This is an optimization exercise on Yosys and OpenROAD, whose aim is small area, a short achievable clock period and few clock cycles, not a production implementation. Only simulation tests tie the RTL to the original design; equivalence was not proved.

<file path="flow/design.v">
module hce_sin_quarter (
    input  wire [6:0]  a,
    output reg  [14:0] q
);
    always @(*) begin
        case (a)
            7'd0: q = 15'd0;
            7'd1: q = 15'd804;
            7'd2: q = 15'd1608;
            7'd3: q = 15'd2410;
            7'd4: q = 15'd3212;
            7'd5: q = 15'd4011;
            7'd6: q = 15'd4808;
            7'd7: q = 15'd5602;
            7'd8: q = 15'd6393;
            7'd9: q = 15'd7179;
            7'd10: q = 15'd7962;
            7'd11: q = 15'd8739;
            7'd12: q = 15'd9512;
            7'd13: q = 15'd10278;
            7'd14: q = 15'd11039;
            7'd15: q = 15'd11793;
            7'd16: q = 15'd12539;
            7'd17: q = 15'd13279;
            7'd18: q = 15'd14010;
            7'd19: q = 15'd14732;
            7'd20: q = 15'd15446;
            7'd21: q = 15'd16151;
            7'd22: q = 15'd16846;
            7'd23: q = 15'd17530;
            7'd24: q = 15'd18204;
            7'd25: q = 15'd18868;
            7'd26: q = 15'd19519;
            7'd27: q = 15'd20159;
            7'd28: q = 15'd20787;
            7'd29: q = 15'd21403;
            7'd30: q = 15'd22005;
            7'd31: q = 15'd22594;
            7'd32: q = 15'd23170;
            7'd33: q = 15'd23731;
            7'd34: q = 15'd24279;
            7'd35: q = 15'd24811;
            7'd36: q = 15'd25329;
            7'd37: q = 15'd25832;
            7'd38: q = 15'd26319;
            7'd39: q = 15'd26790;
            7'd40: q = 15'd27245;
            7'd41: q = 15'd27683;
            7'd42: q = 15'd28105;
            7'd43: q = 15'd28510;
            7'd44: q = 15'd28898;
            7'd45: q = 15'd29268;
            7'd46: q = 15'd29621;
            7'd47: q = 15'd29956;
            7'd48: q = 15'd30273;
            7'd49: q = 15'd30571;
            7'd50: q = 15'd30852;
            7'd51: q = 15'd31113;
            7'd52: q = 15'd31356;
            7'd53: q = 15'd31580;
            7'd54: q = 15'd31785;
            7'd55: q = 15'd31971;
            7'd56: q = 15'd32137;
            7'd57: q = 15'd32285;
            7'd58: q = 15'd32412;
            7'd59: q = 15'd32521;
            7'd60: q = 15'd32609;
            7'd61: q = 15'd32678;
            7'd62: q = 15'd32728;
            7'd63: q = 15'd32757;
            7'd64: q = 15'd32767;
            default: q = 15'd0;
        endcase
    end
endmodule
module hce_sinq (
    input  wire [1:0]  cls,      
    input  wire [4:0]  i,
    input  wire [3:0]  fc4,
    output wire [14:0] mag,
    output wire        neg,
    output reg  [3:0]  wk
);
    wire [5:0] n   = {1'b0, i} + 6'd1;
    wire [7:0] sq8 = n * n;
    wire [3:0] fn4 = fc4 * n[3:0];
    wire [7:0] ps  = sq8 - {n[2:0], 5'd0} + {fn4, 4'd0};
    wire [5:0] sw  = sq8[5:0] - {n[2:0], 3'd0};
    wire [5:0] pb  = (cls == 2'd1 ? -sw : sw) + {fn4, 2'd0};
    wire [9:0] ph  = (cls == 2'd0) ? {ps, 2'b00} : {pb, 4'b0000};
    wire [7:0] off = ph[7:0];
    wire [8:0] idx = ph[8] ? (9'd256 - {1'b0, off}) : {1'b0, off};
    assign neg = ph[9];
    hce_sin_quarter u_tab (.a(idx[8:2]), .q(mag));
    always @(*) begin
        if (cls == 2'd0) begin
            if (i < 5'd8)        wk = {1'b0, i[2:0]};
            else if (i >= 5'd24) wk = {1'b0, ~i[2:0]};
            else                 wk = 4'd8;
        end else begin
            case (i[2:0])
                3'd0, 3'd7: wk = 4'd0;
                3'd1, 3'd6: wk = 4'd4;
                default:    wk = 4'd8;
            endcase
        end
    end
endmodule
module hce_div #(
    parameter NS = 5
) (
    input  wire [16:0] d,
    input  wire [16:0] r_in,
    input  wire [14:0] z_in,
    output reg  [16:0] r_out,
    output reg  [14:0] z_out
);
    reg [17:0] sh;
    reg [18:0] t;
    integer s;
    always @(*) begin
        r_out = r_in;
        z_out = z_in;
        for (s = 0; s < NS; s = s + 1) begin
            sh    = {r_out, z_out[14]};
            t     = {1'b0, sh} - {2'b00, d};
            r_out = t[18] ? sh[16:0] : t[16:0];
            z_out = {z_out[13:0], ~t[18]};
        end
    end
endmodule
module hce (
    input  wire        clk,
    input  wire        rst,
    input  wire        bus_wr,
    input  wire        bus_rd,
    input  wire [7:0]  bus_addr,
    input  wire [31:0] bus_wdata,
    output reg  [31:0] bus_rdata,
    output wire        bus_err,
    output wire        out_valid,
    input  wire        out_ready,
    output wire [15:0] out_data,
    output wire        out_last,
    output wire        irq
);
    localparam [2:0] S_IDLE = 3'd0, S_BUSY = 3'd1, S_STREAM = 3'd2, S_DONE = 3'd3, S_ERROR = 3'd4;
    localparam [3:0] OP_ENCODE = 4'd1, OP_SYNTH = 4'd2, OP_START = 4'd3, OP_ABORT = 4'd4,
                     OP_CLEAR = 4'd5;
    reg [2:0]  state;
    reg [1:0]  lastcmd;
    reg        code_valid, wave_valid, rej, aborted;
    reg [1:0]  err_lo;             
    reg        err_1x, err_2x;
    reg [1:0]  errcmd;
    reg [1:0]  ien;
    reg [31:0] mode, fc, interval, duration, volume, waddr;
    reg [19:0] msg;
    reg [19:0] msg_l;              
    reg [3:0]  fc4;                
    reg [18:0] nrep;
    reg [31:0] nsamp, pos;
    reg [26:0] gap;                
    function [26:0] ham20;
        input [19:0] d;
        reg [24:0] c;
        integer p, k, i;
        begin
            k = 0;
            c = 25'd0;
            for (p = 1; p <= 25; p = p + 1) begin
                if (p != 1 && p != 2 && p != 4 && p != 8 && p != 16) begin
                    c[p-1] = d[k];
                    k = k + 1;
                end
            end
            for (i = 0; i < 5; i = i + 1) begin
                for (p = 1; p <= 25; p = p + 1) begin
                    if (((p >> i) & 1) == 1 && p != (1 << i))
                        c[(1 << i) - 1] = c[(1 << i) - 1] ^ c[p-1];
                end
            end
            ham20 = {c[0] ^ c[8] ^ c[16] ^ c[24],
                     c[0] ^ c[4] ^ c[8] ^ c[12] ^ c[16] ^ c[20] ^ c[24],
                     c};
        end
    endfunction
    wire [26:0] code_l = ham20(msg_l);
    function [16:0] kpk;
        input [1:0] cls;
        input [2:0] f;
        begin
            if (cls == 2'd0 || f[0] == 1'b0) kpk = 17'd65534;
            else if (f[1] != f[2])           kpk = 17'd62712;      
            else if ((f[2] == 1'b1) == (cls == 2'd1)) kpk = 17'd60546;
            else                             kpk = 17'd30892;
        end
    endfunction
    function [15:0] wval;
        input [3:0] wk;
        begin
            case (wk)
                4'd0: wval = 16'd0;
                4'd1: wval = 16'd2494;
                4'd2: wval = 16'd9597;
                4'd3: wval = 16'd20228;
                4'd4: wval = 16'd32767;
                4'd5: wval = 16'd45306;
                4'd6: wval = 16'd55937;
                4'd7: wval = 16'd63040;
                default: wval = 16'd65534;
            endcase
        end
    endfunction
    assign bus_err = (bus_wr || bus_rd) && ((bus_addr[1:0] != 2'b00) || (bus_addr > 8'h54));
    wire   wr_ok   = bus_wr && !bus_err;
    wire        waddr_wr = wr_ok && (bus_addr[6:2] == 5'h11);
    wire [31:0] waddr_n  = waddr_wr ? bus_wdata : waddr;
    wire [1:0]  wa_cls   = (waddr_n[5:0] < 6'd32) ? 2'd0 : (waddr_n[5:3] == 3'd4 ? 2'd1 : 2'd2);
    wire [14:0] wa_mag;
    wire        wa_neg;
    wire [3:0]  wa_wk;
    hce_sinq u_wsin (.cls(wa_cls), .i(waddr_n[5] ? {2'b00, waddr_n[2:0]} : waddr_n[4:0]), .fc4(fc4),
                     .mag(wa_mag), .neg(wa_neg), .wk(wa_wk));
    reg  [14:0] wd_mag;
    reg         wd_neg, wd_ok;
    reg  [3:0]  wd_wk;
    always @(posedge clk) begin
        wd_mag <= wa_mag;
        wd_neg <= wa_neg;
        wd_wk  <= wa_wk;
        wd_ok  <= (waddr_n[31:6] == 26'd0) && (waddr_n[5:4] != 2'b11);
    end
    wire [30:0] wd_abs  = wd_mag * wval(wd_wk);
    wire [31:0] wd_sh   = wd_neg ? -{1'b0, wd_abs} : {1'b0, wd_abs};
    wire [31:0] wdata   = (wave_valid && wd_ok) ? wd_sh : 32'd0;
    wire [31:0] pk_low  = wave_valid ? 32767 * kpk(2'd1, fc4[2:0]) : 32'd0;
    wire [31:0] pk_high = wave_valid ? 32767 * kpk(2'd2, fc4[2:0]) : 32'd0;
    wire [31:0] pk_sync = wave_valid ? 32'd2147352578 : 32'd0;
    reg  [7:0]  jj;                
    reg         in_gap;
    reg  [26:0] gcnt;              
    reg         t_v;               
    reg  [14:0] t_q;
    reg         t_neg;
    wire        silent   = in_gap || (jj[7:3] == 5'd0);
    assign out_valid     = (state == S_STREAM) && (silent || t_v);
    assign out_data      = silent ? 16'd0 : (t_neg ? -{1'b0, t_q} : {1'b0, t_q});
    wire [31:0] pos_inc  = pos + 32'd1;
    assign out_last      = (pos_inc == nsamp);
    wire        emit     = out_valid && out_ready;
    wire        consume  = emit && !silent;
    assign irq = (ien[0] && state == S_DONE) || (ien[1] && state == S_ERROR);
    reg         run;               
    reg  [7:0]  ic;                
    wire        adv = !t_v || consume;
    wire [1:0]  i_cls = (ic < 8'd32) ? 2'd0 : (code_l[ic[7:3] - 5'd4] ? 2'd2 : 2'd1);
    wire [4:0]  i_i   = (ic < 8'd32) ? ic[4:0] : {2'b00, ic[2:0]};
    wire [14:0] i_mag;
    wire        i_neg;
    wire [3:0]  i_wk;
    hce_sinq u_ssin (.cls(i_cls), .i(i_i), .fc4(fc4), .mag(i_mag), .neg(i_neg), .wk(i_wk));
    reg         s1_v, s2_v, s3_v, d1_v, d2_v;
    reg  [14:0] s1_mag;
    reg         s1_neg, s2_neg, s3_neg, d1_neg, d2_neg;
    reg  [3:0]  s1_wk, s2_wk;
    reg  [1:0]  s1_cls, s2_cls, s3_cls, d1_cls, d2_cls;
    reg  [30:0] s2_x;
    reg  [31:0] s3_z;
    reg  [16:0] d1_r, d2_r;
    reg  [14:0] d1_z, d2_z;
    wire [46:0] yy   = s2_x * wval(s2_wk);
    wire [47:0] y    = {yy, 1'b0};
    wire [32:0] zs   = {1'b0, y[47:16]} + {17'd0, y[15:0]};
    wire [17:0] zt   = {1'b0, zs[32:16]} + {2'b00, zs[15:0]};
    wire [1:0]  zc   = (zt >= 18'd131070) ? 2'd2 : (zt >= 18'd65535) ? 2'd1 : 2'd0;
    wire [31:0] z    = y[47:16] + {15'd0, zs[32:16]} + {30'd0, zc} + {15'd0, kpk(s2_cls, fc4[2:0])};
    wire [16:0] d3k  = {kpk(s3_cls, fc4[2:0]), 1'b0};
    wire [16:0] d1k  = {kpk(d1_cls, fc4[2:0]), 1'b0};
    wire [16:0] d2k  = {kpk(d2_cls, fc4[2:0]), 1'b0};
    wire [16:0] dv1_r, dv2_r, dv3_r;
    wire [14:0] dv1_z, dv2_z, dv3_z;
    hce_div #(.NS(5)) u_d1 (.d(d3k), .r_in(s3_z[31:15]), .z_in(s3_z[14:0]), .r_out(dv1_r), .z_out(dv1_z));
    hce_div #(.NS(5)) u_d2 (.d(d1k), .r_in(d1_r), .z_in(d1_z), .r_out(dv2_r), .z_out(dv2_z));
    hce_div #(.NS(5)) u_d3 (.d(d2k), .r_in(d2_r), .z_in(d2_z), .r_out(dv3_r), .z_out(dv3_z));
    always @(posedge clk) begin
        if (adv) begin
            s1_mag <= i_mag;
            s1_neg <= i_neg;
            s1_wk  <= i_wk;
            s1_cls <= i_cls;
            s2_x   <= volume[15:0] * s1_mag;
            s2_neg <= s1_neg;
            s2_wk  <= s1_wk;
            s2_cls <= s1_cls;
            s3_z   <= z;
            s3_neg <= s2_neg;
            s3_cls <= s2_cls;
            d1_r   <= dv1_r;
            d1_z   <= dv1_z;
            d1_neg <= s3_neg;
            d1_cls <= s3_cls;
            d2_r   <= dv2_r;
            d2_z   <= dv2_z;
            d2_neg <= d1_neg;
            d2_cls <= d1_cls;
            t_q    <= dv3_z;
            t_neg  <= d2_neg;
        end
    end
    reg         b_nrep;            
    reg         b_up;
    reg  [36:0] b_a;
    reg  [36:0] b_d;
    reg  [26:0] b_q;
    reg  [4:0]  b_k;
    reg  [31:0] b_ns;
    reg  [1:0]  b_op;              
    wire [37:0] b_sub  = b_up ? {b_d, 1'b0} : {1'b0, b_d};
    wire [38:0] b_t    = {2'b00, b_a} - {1'b0, b_sub};
    wire        b_fit  = !b_t[38];
    wire [31:0] per    = 32'd256 + {5'd0, gap};
    always @(*) begin
        case (bus_addr[6:2])
            5'h01:   bus_rdata = {20'd0, 2'b00, lastcmd, aborted, rej, wave_valid, code_valid, 1'b0, state};
            5'h02:   bus_rdata = {20'd0, 2'b00, errcmd, 2'b00, err_2x, err_1x, 2'b00, err_lo};
            5'h03:   bus_rdata = {30'd0, ien};
            5'h04:   bus_rdata = mode;
            5'h05:   bus_rdata = {12'd0, msg};
            5'h06:   bus_rdata = fc;
            5'h07:   bus_rdata = interval;
            5'h08:   bus_rdata = duration;
            5'h09:   bus_rdata = volume;
            5'h0A:   bus_rdata = code_valid ? {5'd0, code_l} : 32'd0;
            5'h0B:   bus_rdata = {13'd0, nrep};
            5'h0C:   bus_rdata = nsamp;
            5'h0D:   bus_rdata = pos;
            5'h0E:   bus_rdata = pk_sync;
            5'h0F:   bus_rdata = pk_low;
            5'h10:   bus_rdata = pk_high;
            5'h11:   bus_rdata = waddr;
            5'h12:   bus_rdata = wdata;
            5'h13:   bus_rdata = 32'd16;
            5'h14:   bus_rdata = 32'd4;
            5'h15:   bus_rdata = 32'd8;
            default: bus_rdata = 32'd0;
        endcase
    end
    reg [2:0] st;
    reg [3:0] op;
    reg       clr_res;
    always @(posedge clk) begin
        if (rst) begin
            state      <= S_IDLE;
            lastcmd    <= 2'd0;
            code_valid <= 1'b0;
            wave_valid <= 1'b0;
            rej        <= 1'b0;
            aborted    <= 1'b0;
            err_lo     <= 2'd0;
            err_1x     <= 1'b0;
            err_2x     <= 1'b0;
            errcmd     <= 2'd0;
            ien        <= 2'd0;
            mode       <= 32'd0;
            msg        <= 20'd0;
            fc         <= 32'd19500;
            interval   <= 32'd500;
            duration   <= 32'd30000;
            volume     <= 32'd52428;
            waddr      <= 32'd0;
            nrep       <= 19'd0;
            nsamp      <= 32'd0;
            pos        <= 32'd0;
            run        <= 1'b0;
            t_v        <= 1'b0;
            s1_v       <= 1'b0;
            s2_v       <= 1'b0;
            s3_v       <= 1'b0;
            d1_v       <= 1'b0;
            d2_v       <= 1'b0;
        end else begin
            st = state;
            clr_res = 1'b0;
            if (adv) begin
                s1_v <= run;
                s2_v <= s1_v;
                s3_v <= s2_v;
                d1_v <= s3_v;
                d2_v <= d1_v;
                t_v  <= d2_v;
                if (run) ic <= (ic == 8'd247) ? 8'd0 : ic + 8'd1;
            end
            case (state)
            S_BUSY: begin
                if (b_op != 2'd3) begin
                    if (b_op == 2'd1) code_valid <= 1'b1;
                    else              wave_valid <= 1'b1;
                    st = S_DONE;
                end else if (b_up) begin
                    if (b_fit) begin
                        b_d <= {b_d[35:0], 1'b0};
                        b_k <= b_k + 5'd1;
                    end else begin
                        b_up <= 1'b0;
                    end
                end else begin
                    if (b_fit) b_a <= b_t[36:0];
                    b_q  <= {b_q[25:0], b_fit};
                    b_ns <= {b_ns[30:0], 1'b0} + ((b_fit && b_k < 5'd18) ? per : 32'd0);
                    b_d  <= {1'b0, b_d[36:1]};
                    b_k  <= b_k - 5'd1;
                    if (b_k == 5'd0) begin
                        if (!b_nrep) begin
                            gap    <= {b_q[25:0], b_fit};
                            b_nrep <= 1'b1;
                            b_up   <= 1'b1;
                            b_a    <= {1'b0, duration, 4'd0};
                            b_d    <= {1'b0, interval, 4'd0} + 37'd256000;
                            b_q    <= 27'd0;
                            b_k    <= 5'd0;
                            b_ns   <= 32'd0;
                        end else if ({b_q[25:0], b_fit} == 27'd0) begin
                            err_2x <= 1'b1;
                            err_lo <= 2'd3;
                            errcmd <= lastcmd;
                            run    <= 1'b0;
                            st = S_ERROR;
                        end else begin
                            code_valid <= 1'b1;
                            wave_valid <= 1'b1;
                            nrep       <= {b_q[17:0], b_fit};
                            nsamp      <= {b_ns[30:0], 1'b0} + ((b_fit) ? per : 32'd0);
                            pos        <= 32'd0;
                            jj         <= 8'd0;
                            in_gap     <= 1'b0;
                            st = S_STREAM;
                        end
                    end
                end
            end
            S_STREAM: begin
                if (emit) begin
                    pos <= pos_inc;
                    if (in_gap) begin
                        if (gcnt == 27'd1) begin
                            in_gap <= 1'b0;
                            jj     <= 8'd0;
                        end else begin
                            gcnt <= gcnt - 27'd1;
                        end
                    end else begin
                        jj <= jj + 8'd1;
                        if (jj == 8'd255 && gap != 27'd0) begin
                            in_gap <= 1'b1;
                            gcnt   <= gap;
                        end
                    end
                    if (out_last) begin
                        run <= 1'b0;
                        st = S_DONE;
                    end
                end
            end
            default: ;
            endcase
            if (wr_ok) begin
                case (bus_addr[6:2])
                5'h00: begin
                    op = bus_wdata[3:0];
                    if (bus_wdata[31:4] != 28'd0 || op > OP_CLEAR) begin
                        rej <= 1'b1;
                    end else if (op == OP_ENCODE || op == OP_SYNTH || op == OP_START) begin
                        if (st == S_IDLE || st == S_DONE) begin
                            clr_res    = 1'b1;
                            aborted    <= 1'b0;
                            lastcmd    <= op[1:0];
                            msg_l      <= msg;
                            fc4        <= fc[3:0];
                            if (mode != 32'd0) begin
                                err_1x <= 1'b1;
                                err_2x <= 1'b0;
                                err_lo <= 2'd2;
                                errcmd <= op[1:0];
                                st = S_ERROR;
                            end else if (op == OP_START && volume[31:16] != 16'd0) begin
                                err_1x <= 1'b1;
                                err_2x <= 1'b0;
                                err_lo <= 2'd1;
                                errcmd <= op[1:0];
                                st = S_ERROR;
                            end else begin
                                b_op   <= op[1:0];
                                b_nrep <= 1'b0;
                                b_up   <= 1'b1;
                                b_a    <= {1'b0, interval, 4'd0};
                                b_d    <= 37'd1000;
                                b_q    <= 27'd0;
                                b_k    <= 5'd0;
                                if (op == OP_START) begin
                                    run  <= 1'b1;
                                    ic   <= 8'd0;
                                    t_v  <= 1'b0;
                                    s1_v <= 1'b0;
                                    s2_v <= 1'b0;
                                    s3_v <= 1'b0;
                                    d1_v <= 1'b0;
                                    d2_v <= 1'b0;
                                end
                                st = S_BUSY;
                            end
                        end else begin
                            rej <= 1'b1;
                        end
                    end else if (op == OP_ABORT) begin
                        if (st == S_BUSY || st == S_STREAM) begin
                            aborted <= 1'b1;
                            clr_res = 1'b1;
                            run     <= 1'b0;
                            st = S_IDLE;
                        end
                    end else if (op == OP_CLEAR) begin
                        if (st == S_BUSY || st == S_STREAM) begin
                            rej <= 1'b1;
                        end else begin
                            err_lo  <= 2'd0;
                            err_1x  <= 1'b0;
                            err_2x  <= 1'b0;
                            errcmd  <= 2'd0;
                            rej     <= 1'b0;
                            aborted <= 1'b0;
                            st = S_IDLE;
                        end
                    end
                end
                5'h03: ien   <= bus_wdata[1:0];
                5'h11: waddr <= bus_wdata;
                5'h04, 5'h05, 5'h06, 5'h07, 5'h08, 5'h09: begin
                    if (st == S_BUSY || st == S_STREAM) begin
                        rej <= 1'b1;
                    end else begin
                        case (bus_addr[6:2])
                        5'h04: mode     <= bus_wdata;
                        5'h05: msg      <= bus_wdata[19:0];
                        5'h06: fc       <= bus_wdata;
                        5'h07: interval <= bus_wdata;
                        5'h08: duration <= bus_wdata;
                        default: volume <= bus_wdata;
                        endcase
                    end
                end
                default: ;
                endcase
            end
            if (clr_res) begin
                code_valid <= 1'b0;
                wave_valid <= 1'b0;
                nrep       <= 19'd0;
                nsamp      <= 32'd0;
                pos        <= 32'd0;
            end
            state <= st;
        end
    end
endmodule
</file>
<file path="flow/run.sh">
#!/bin/bash
# synth_recipe.tcl (not shown) runs the flow's synth.tcl, then flattens the netlist and writes it again
# the make line also repeats each setting of config.mk as NAME=value (left out here)
make -C /OpenROAD-flow-scripts/flow DESIGN_CONFIG=/design/flow/config.mk WORK_HOME=/design/flow/orfs CLKGATE_MAP_FILE= SYNTH_SCRIPT=/design/flow/synth_recipe.tcl finish
</file>
<file path="flow/constraint.sdc">
create_clock -name core_clock -period 20.0 [get_ports {clk}]
set_input_delay 4.0000 -clock core_clock [delete_from_list [all_inputs] [get_ports {clk}]]
set_output_delay 4.0000 -clock core_clock [all_outputs]
set_load 0.01 [all_outputs]
</file>
<file path="flow/config.mk">
export PLATFORM = sky130hd
export DESIGN_NAME = hce
export DESIGN_NICKNAME = hce
export VERILOG_FILES = /design/flow/design.v
export SDC_FILE = /design/flow/constraint.sdc
export NUM_CORES = 4
export LEC_CHECK = 0
export CAP_MARGIN = 20
export CORE_MARGIN = 2
export CORE_UTILIZATION = 40
export PLACE_DENSITY = 0.6
export SLEW_MARGIN = 20
export SYNTH_MEMORY_MAX_BITS = 16384
</file>
==> run summary <==
metrics by stage:
stage / utilization / setup WS [ns] / cells / hold WS, ns / area, um^2
floorplan: - / 5.26 / 11500 / 0.400 / 96600
global placement: 0.419 / 3.17 / 14400 / 0.401 / 101000
detailed placement: 0.419 / 3.10 / 14400 / 0.406 / 101000
CTS: 0.432 / 3.03 / 14500 / 0.420 / 104000
global route: 0.432 / 1.70 / 14500 / 0.424 / 104000
finish: 0.432 / 2.95 / 14500 / 0.416 / 104000
critical path: cells and delay by family (launching register included):
kind            cells  cell delay (ns)
mux                 1             0.35
compound gates     25             5.56
fa+ha+maj          11             4.81
simple gates       16             4.37
buf+inv             6             0.39
flops               1             0.52
xor+xnor            3             0.71
per-layer routing:
layer	up-vias	GRT usage	wire [um]
li1	38500	-	-
met1	40800	0.351	137000
met2	3150	0.425	149000
met3	603	0.0375	23900
met4	2	0.0975	13700
met5	-	0	13
cells by family after synthesis:
kind of cell,synth area share
and+or+nand+nor,0.174
AOI/OAI and AO/OA,0.163
buffers and inverters,0.0746
adders and majority gates,0.305
DFF,0.202
xor gates and xnor gates,0.0659
muxes,0.0161
other,0.0000778
sequential cells by signal, summed over array words and instances (netlist names), 17 cells and up, named ones only:
signal	flops
s3_z	30
fc	32
msg	20
interval	32
duration	32
s2_x	31
gcnt	27
pos	32
b_ns	31
b_a	37
msg_l	20
mode	32
d1_r	17
waddr	32
nrep	19
d2_r	17
b_q	26
nsamp	32
gap	27
b_d	37
volume	32
cell usage after synthesis, drive strengths merged (22+ instances only):
master     n
a21boi    40
a21o     162
o221ai    23
nor2b    100
nand2b    86
o31ai     55
clkbuf   512
o21ai    496
inv     1350
xor2     249
a211oi    66
a22oi     83
xnor2    472
nand4     61
nor4      63
dfxtp    359
mux2i     93
nor2     749
a221oi    61
mux2      41
nor3b     22
and3      83
and2     304
nand3    247
edfxtp   410
o22ai     77
or2       50
nor3     212
a222oi    28
fa       918
o21a      94
a31oi     72
a22o      30
o211ai    43
or3       65
a21oi    894
ha       880
o21bai    64
buf       43
nand2   1560
final cells by class:
class / instances / area (um^2)
fillers: 23700 / 136000
multi-input cells: 8822 / 70100
flip-flops and latches: 769 / 19500
inverters: 1356 / 5100
well taps: 3185 / 3990
clock buffers: 124 / 2640
repair buffers: 234 / 2010
clock inverters: 48 / 578
diodes: 3 / 7.51
layout by cell type (no fill, tap or decap), types with 206 or more instances in the layout:
master	netlist	routed
nand2_1	1559	1558
nand3_1	245	241
xor2_1	249	247
and2_1	303	303
fa_1	918	918
nor3_1	211	206
inv_1	1342	1341
a21oi_1	893	890
edfxtp_1	410	410
ha_1	880	880
nor2_1	748	736
xnor2_1	472	469
o21ai_0	483	481
dfxtp_1	359	359
final timing paths:
kind | to | slack (ns) | cells after the start | from
worst max-delay path | s3_z[25] | 2.95 | 62 | s2_wk[3]
worst min-delay path | t_q[9] | 0.42 | 0 | d2_z[4]
worst min register to register | t_q[9] | 0.42 | 0 | d2_z[4]
worst max register to register | s3_z[25] | 2.95 | 62 | s2_wk[3]
==> flow_summary_export.csv <==
group,metric,value,unit
cts,cts_root_buf,"clkbuf_16",
placement,port_buffers,96,
floorplan,io_pins,97,
placement,gp_congestion,0.968,
sta,tightest_slew,1.27,ns
cts,cts_tree,"built",
setup_path,slowest_stage,"or2_2",
sta,final.setup_skew,0.0891,ns
cts,post_cts_buffers,0,
sta,slew_headroom,0.148,
cells_and_area,synthToLayoutAreaGrowth,7.60,%
cts,numClockSinks,769,
sta,clock.fmax,58.7,MHz
yosys,seq_area_frac_synth,0.202,
sta,final_hold_viol_count,0,
yosys,synth_edf_count,410,
cts,clk_latency,0.79,ns
floorplan,die_x,495,um
global_routing,grt_usage,0.261,
sta,final.period_utilization,0.852,
yosys,synth_flop_cell,"edfxtp_1",
sta,setup_viol,0,
route,via_count,83000,
route,drt-initial-drc-count,7536,
yosys,postSynth.asyncResetShare,0,
cts,holdBufCountCts,0,
global_routing,grt_max_degree,106,
cells_and_area,drive_gt1_frac,0.0438,
yosys,yosys.cell_types.count,123,
yosys,synth_cells,11500,
global_routing,antenna_found_initial,6,
floorplan,core,240000,um^2
global_routing,grt_pass1_wl,501000,um
cts,cts_resized,0,
global_routing,grt_pass1_vias,83300,
floorplan,die_y,495,um
floorplan,dieArea,245000,um^2
cts,clkTransAtPathRegs,0.06,ns
setup_path,cp_max_fo,31,
setup_path,worstPathArrival,17.50,ns
yosys,synth_warnings,4,
setup_path,crit_top_cell,"fa_1",
yosys,syn-cell-area,96600,um^2
floorplan,initial_core_util,0.402,
route,drt-total-wl,324000,um
yosys,synth_top_area_cell,"fa_1",
global_routing,grt-ovfl-total,0,
yosys,syn_avg_cell_area,8.40,um^2
min_path,hold_path.class,"reg2reg",
sta,fin_crit,17.05,ns
setup_path,worstPathRequired,20.45,ns
sta,finalSetupTns,0,ns
cells_and_area,final_nets,13100,
yosys,synth_area_leaders,"fa_1, edfxtp_1, ha_1",
route,via_per_inst,5.71,
route,drt-wirelength-per-cell,22.3,um
setup_path,critical_path_class,"reg2reg",
cts,clk_path_buf_depth,3,
cts,htree_levels,3,
yosys,ys_ff_latch,769,
cts,numCtsBuffers,91,
route,postRouteAntennaNets,0,
yosys,synth_top_area_frac,0.190,
placement,dpl.hpwl,251000,um
sta,rsz0062_at_grt,"no",
route,dr.pass1.iters,8,
status,status,"no timing/DRC/antenna violations",
setup_path,slowest_delay,0.65,ns
floorplan,rows,180,
setup_path,crit_path_end_kind,"flop",
route,drc_errors,0,
setup_path,critPathLaunchType,"flop",
flow_run,drv_cap,0,
sta,slew_violations,0,
Testbench counts, summed over its fixed seeds: cycles 12,189.

## port drivers added, routing unchanged
The results above use ideal ports. As a check the final layout listed here was re-extracted and re-timed, cells and wires unchanged.
Step 1, drivers: a clkbuf_16 drives clk and a buf_2 each remaining input, both assumed.
Step 2 moves the port delays by t, midway between the first and last clock arrival at a register: inputs arrive t later, outputs are due t later. That takes back most of the time a late clock gives input paths.
Slacks: ideal / step 1 / step 2; pairs: ideal / step 1.
shift t [ns]: 0.840
setup slack, ns: 2.950 / 2.950 / 2.950
hold slack, ns: 0.416 / 0.416 / 0.416
cell pins on the clock port's net: 1
After both steps this run still meets setup and hold. For this run, drivers alone change the setup slack by 0.000 ns; drivers and shift together by 0.000 ns.
